This is an optimization exercise on Yosys and OpenROAD, whose aim is small area, not a production implementation. Only simulation tests tie the RTL to the original design; equivalence was not proved. Power is estimated from default activity; no workload was simulated.

==> onyx <==
==> flow/design.v (excerpt) <==
module tkb_core (
    input  wire         clk,
    input  wire         rst,
    input  wire [31:0]  now,
    input  wire         rx_valid,
    output wire         rx_ready,
    input  wire [31:0]  rx_id,
    input  wire [3:0]   rx_len,
    input  wire [63:0]  rx_data,
    input  wire         hall_valid,
    output wire         hall_ready,
    input  wire [2:0]   hall_raw,
    input  wire         wd_tick_valid,
    output wire         wd_tick_ready,
    input  wire         st_tick_valid,
    output wire         st_tick_ready,
    output wire         tx_valid,
    input  wire         tx_ready,
    output wire [31:0]  tx_id,
    output wire [3:0]   tx_len,
    output wire [63:0]  tx_data,
    input  wire         tx_ok,
    output wire         pwm_set_valid,
    input  wire         pwm_set_ready,
    output wire [2:0]   pwm_set_ch,
    output wire [15:0]  pwm_set_width,
    input  wire         pwm_set_ok,
    output wire [127:0] pw_out,
    output reg          pwm_en,
    output reg          thr_pwr,
    output reg          main_pwr,
    output wire [1:0]   ks_out,
    output wire [2:0]   hall_level,
    output reg  [7:0]   diag_cr,
    output reg  [7:0]   diag_hs,
    output reg  [7:0]   diag_ua,
    output reg          last_ok,
    output wire         busy,
    input  wire [63:0]  cfg_pw_rev,
    input  wire [63:0]  cfg_pw_neutral,
    input  wire [63:0]  cfg_pw_fwd,
    input  wire [2:0]   cfg_act_low,
    input  wire [31:0]  cfg_wd_timeout,
    input  wire [31:0]  cfg_hk_delay,
    input  wire [31:0]  cfg_cmd_id,
    input  wire [31:0]  cfg_status_id
);
export LEC_CHECK = 0
export CAP_MARGIN = 20
export CORE_AREA = 4 4 266 266
export CTS_BUF_LIST = sky130_fd_sc_hd__clkbuf_8
export CTS_CLUSTER_DIAMETER = 60
export CTS_CLUSTER_SIZE = 14
export DIE_AREA = 0 0 270 270
export PLACE_DENSITY = 0.6
export SLEW_MARGIN = 20
create_clock -name core_clock -period 80.0 [get_ports {clk}]
standard.sh (not shown) runs the stock make flow with config.mk's settings and CLKGATE_MAP_FILE= SYNTH_SCRIPT=/design/flow/synth_recipe.tcl, a recipe that flattens the netlist after the stock synthesis.
==> flow/flow/run.sh <==
#!/bin/bash
# The standard ORFS layout (standard.sh), with two changes:
# - the port buffers are made from the smallest buffer cell
#   (sky130_fd_sc_hd__buf_1) instead of the resizer's default choice; every
#   input and output port still gets its buffer;
# - clock tree synthesis does not add dummy load cells.
# The whole ORFS output goes to standard.log; ORFS keeps per-step logs under
# orfs/logs/.
set -o pipefail
export BUFFER_PORTS_ARGS="-buffer_cell sky130_fd_sc_hd__buf_1"
export CTS_ARGS="-sink_clustering_enable -repair_clock_nets -sink_clustering_size 14 -sink_clustering_max_diameter 60 -buf_list sky130_fd_sc_hd__clkbuf_8 -dont_use_dummy_load"
bash standard.sh > standard.log 2>&1
==> tundra (differences from onyx) <==
--- a/flow/design.v
+++ b/flow/design.v
@@ -1,14 +1,15 @@
 module tkb_mapper (
     input  wire [6:0] q,       
     input  wire       n_bit,   
     input  wire       x_bit,   
     input  wire [6:0] rem,     
     input  wire       last,    
+    input  wire       ceil,    
     output wire [1:0] digit,   
     output wire [6:0] rem_nx
 );
     wire [6:0] term = n_bit ? (x_bit ? 7'd127 : ~q) : (x_bit ? q : 7'd0);
     wire [6:0] u    = {rem[5:0], rem[6]};
     wire [7:0] c;
     wire [6:0] s;
     assign c[0] = 1'b0;
@@ -23,17 +24,17 @@
     wire [7:0] h;
     assign h[0] = co;
     generate
         for (i = 0; i < 7; i = i + 1) begin : inc
             assign rem_nx[i] = s[i] ^ h[i];
             assign h[i+1]    = s[i] & h[i];
         end
     endgenerate
-    wire full = last && (&rem_nx);
+    wire full = last && ((&rem_nx) || (ceil && (|rem_nx)));
     assign digit = {(rem[6] & co) | ((rem[6] ^ co) & full), rem[6] ^ co ^ full};
 endmodule
 module tkb_core (
     input  wire         clk,
     input  wire         rst,
     input  wire [31:0]  now,
     input  wire         rx_valid,
     output wire         rx_ready,
@@ -96,16 +97,17 @@
     reg  [2:0]  ch;
     reg  [3:0]  k;
     reg  [6:0]  rem;
     reg  [15:0] acc;
     reg  [31:0] spd;              
     reg  [3:0]  pend;
     reg         yng01, yng02, yng03, yng12, yng13, yng23;
     reg         wd_late;          
+    integer     i;
     wire [3:0]  src_valid = {st_tick_valid, wd_tick_valid, rx_valid, hall_valid};
     wire [3:0]  arrive    = src_valid & ~pend;
     wire        idle      = (st == S_IDLE);
     wire        head0 = pend[0] & ~(pend[1] & yng01) & ~(pend[2] & yng02) & ~(pend[3] & yng03);
     wire        head1 = pend[1] & ~(pend[0] & ~yng01) & ~(pend[2] & yng12) & ~(pend[3] & yng13);
     wire        head2 = pend[2] & ~(pend[0] & ~yng02) & ~(pend[1] & ~yng12) & ~(pend[3] & yng23);
     wire        head3 = pend[3] & ~(pend[0] & ~yng03) & ~(pend[1] & ~yng13) & ~(pend[2] & ~yng23);
     wire [3:0]  ready_v = {4{idle}} & {head3, head2, head1, head0};
@@ -170,39 +172,40 @@
     wire [3:0]  n_g, f_g, r_g;
     generate
         for (b = 0; b < 4; b = b + 1) begin : gsel
             assign n_g[b] = |(cfg_pw_neutral[16*b +: 16] & ksel);
             assign f_g[b] = |(cfg_pw_fwd[16*b +: 16] & ksel);
             assign r_g[b] = |(cfg_pw_rev[16*b +: 16] & ksel);
         end
     endgenerate
-    wire        n_bit    = n_g[ch[2:1]] ^ neg;
-    wire        x_bit    = neg ? ~r_g[ch[2:1]] : f_g[ch[2:1]];
+    wire        n_bit    = n_g[ch[2:1]];
+    wire        x_bit    = neg ? r_g[ch[2:1]] : f_g[ch[2:1]];
     wire [1:0]  digit;
     wire [6:0]  rem_nx;
     tkb_mapper u_map (
         .q      (q),
         .n_bit  (n_bit),
         .x_bit  (x_bit),
         .rem    (rem),
         .last   (k == 4'd0),
+        .ceil   (neg),
         .digit  (digit),
         .rem_nx (rem_nx)
     );
     wire [15:0] ah;
     wire [14:0] acc_inc;
     assign ah[0] = digit[1];
     generate
         for (b = 0; b < 15; b = b + 1) begin : acc_add
             assign acc_inc[b] = acc[b] ^ ah[b];
             assign ah[b+1]    = acc[b] & ah[b];
         end
     endgenerate
-    wire [15:0] width = acc ^ {16{neg}};
+    wire [15:0] width = acc;
     assign pwm_set_valid = (st == S_PWM);
     assign pwm_set_ch    = ch;
     assign pwm_set_width = width;
     wire   pwm_xfer      = pwm_set_valid && pwm_set_ready;
     wire   last_ch       = ch[2] && ch[0] && (thr_mode || ch[1]);
     wire   tx_h          = (st == S_TXH);
     wire   tx_u          = (st == S_TXU);
     assign tx_valid = (st == S_TXA) || tx_h || tx_u;
@@ -210,17 +213,18 @@
     assign tx_len   = 4'd5;
     assign tx_data  = {32'd0, (tx_u ? 8'h55 : 8'h41), (tx_h ? 8'h48 : 8'h53), 16'h524B};
     wire   tx_xfer  = tx_valid && tx_ready;
     always @(posedge clk) begin
         if (rst) begin
             pend    <= 4'd0;
             wd_last <= 32'd0;
         end else begin
-            pend <= (pend | src_valid) & ~take_v;
+            for (i = 0; i < 4; i = i + 1)
+                if (arrive[i] || take_v[i]) pend[i] <= arrive[i];
             if (arrive[1] && rx_cmd) wd_last <= now;
         end
         if (arrive[2]) wd_late <= wd_timeout;
         if (arrive[0]) begin
             yng01 <= pend[1];
             yng02 <= pend[2];
             yng03 <= pend[3];
         end
==> flow/flow/run.sh (replaced) <==
#!/bin/bash
# The standard ORFS layout (standard.sh), with three changes:
# - synthesis is the standard flow's own script (synth_recipe.tcl, unchanged) with Yosys's
#   abc call given an area-recovering mapping script (flow/abc_area.script)
#   in place of ORFS's delay-oriented one; the registers, their names and
#   cell types are those of the standard synthesis;
# - the port buffers are made from the smallest buffer cell
#   (sky130_fd_sc_hd__buf_1) instead of the resizer's default choice; every
#   input and output port still gets its buffer;
# - clock tree synthesis uses one small clock buffer type, larger sink
#   clusters, and no dummy load cells.
# ORFS's whole output goes to standard.log; ORFS also keeps per-step logs
# under orfs/logs/.
set -o pipefail
HERE=$(pwd)
export BUFFER_PORTS_ARGS="-buffer_cell sky130_fd_sc_hd__buf_1"
export CTS_ARGS="-sink_clustering_enable -repair_clock_nets -sink_clustering_size 10 -sink_clustering_max_diameter 40 -buf_list sky130_fd_sc_hd__clkbuf_4 -dont_use_dummy_load"
{
  cat <<EOT
proc abc {args} {
  set i [lsearch -exact \$args -script]
  if {\$i >= 0} { lset args [expr {\$i + 1}] $HERE/flow/abc_area.script }
  yosys abc {*}\$args
}
EOT
  cat synth_recipe.tcl
} > area_synth.tcl
sed "s#SYNTH_SCRIPT=[^ ]*synth_recipe.tcl#SYNTH_SCRIPT=$HERE/area_synth.tcl#" standard.sh > area_standard.sh
if ! grep -q "SYNTH_SCRIPT=$HERE/area_synth.tcl" area_standard.sh; then
  echo "run.sh: could not point standard.sh at area_synth.tcl" >&2
  exit 1
fi
bash area_standard.sh > standard.log 2>&1
==> flow/flow/abc_area.script (new file) <==
&get -n
&st
&dch
&nf -R 1000
&put
strash
&get -n
&st
&dch
&nf -R 1000
&put
topo
- CTS_BUF_LIST: sky130_fd_sc_hd__clkbuf_8 -> unset
- CTS_CLUSTER_DIAMETER: 60 -> unset
- CTS_CLUSTER_SIZE: 14 -> unset
- PLACE_DENSITY: 0.6 -> 0.85
==> comparison table <==
Worst hold path depth: tundra 2; onyx 1
Inverter count of the layout excluding clock inverters: tundra 26; onyx 106
Total of fill cells in the finished design: tundra 7,225; onyx 7,316
Via count of the first global-routing pass: tundra 14,350; onyx 14,680
Portion of netlist area occupied by mux cells: tundra 6.947%; onyx 10.05%
Antenna violations before repair: tundra 13; onyx 14
Final Non-Filler Cells: tundra 2,932; onyx 3,014
Mapped Cells: tundra 1,386; onyx 1,542
Run status: tundra no timing/DRC/antenna violations; onyx no timing/DRC/antenna violations
First-pass GRT wire length: tundra 99.61 mm; onyx 107.4 mm
Post-synthesis share of cell area spent on xor and xnor gates: tundra 2.338%; onyx 3.278%
Number of nets at the end of the flow: tundra 2,593; onyx 2,672
Share of the clock period used by the worst path: tundra 40.00%; onyx 40.00%
Power consumed by the clock network: tundra 0.0000724 W; onyx 0.0000894 W
Depth of the worst register-to-register path: tundra 41; onyx 43

## re-timing with driven ports
Ports are ideal in the flow. The routed layouts listed here were re-timed in OpenROAD. Step 1: set_driving_cell puts a clkbuf_16 on clk and a buf_2 on each other input, an assumption about the parent block. Step 2 times the ports against the registers' clock, not the clock port: input delays grow and output delays shrink by t, the midpoint of the rising clock arrivals with the driver on. Three values: ideal ports, drivers, drivers and shift; two values: the first two.
run | t (ns) | slack for setup (ns) | worst hold slack (ns) | clock arrival spread, ns
onyx | 0.614 | 48.000 / 47.912 / 47.912 | 0.468 / 0.468 / 0.468 | 0.069 / 0.070
tundra | 0.764 | 48.000 / 47.904 / 47.788 | 0.494 / 0.494 / 0.494 | 0.177 / 0.177
After both steps setup and hold are still met in every run listed. The setup slack of tundra, which loses most, moves by -0.096 ns with the drivers and by -0.212 ns with both steps.
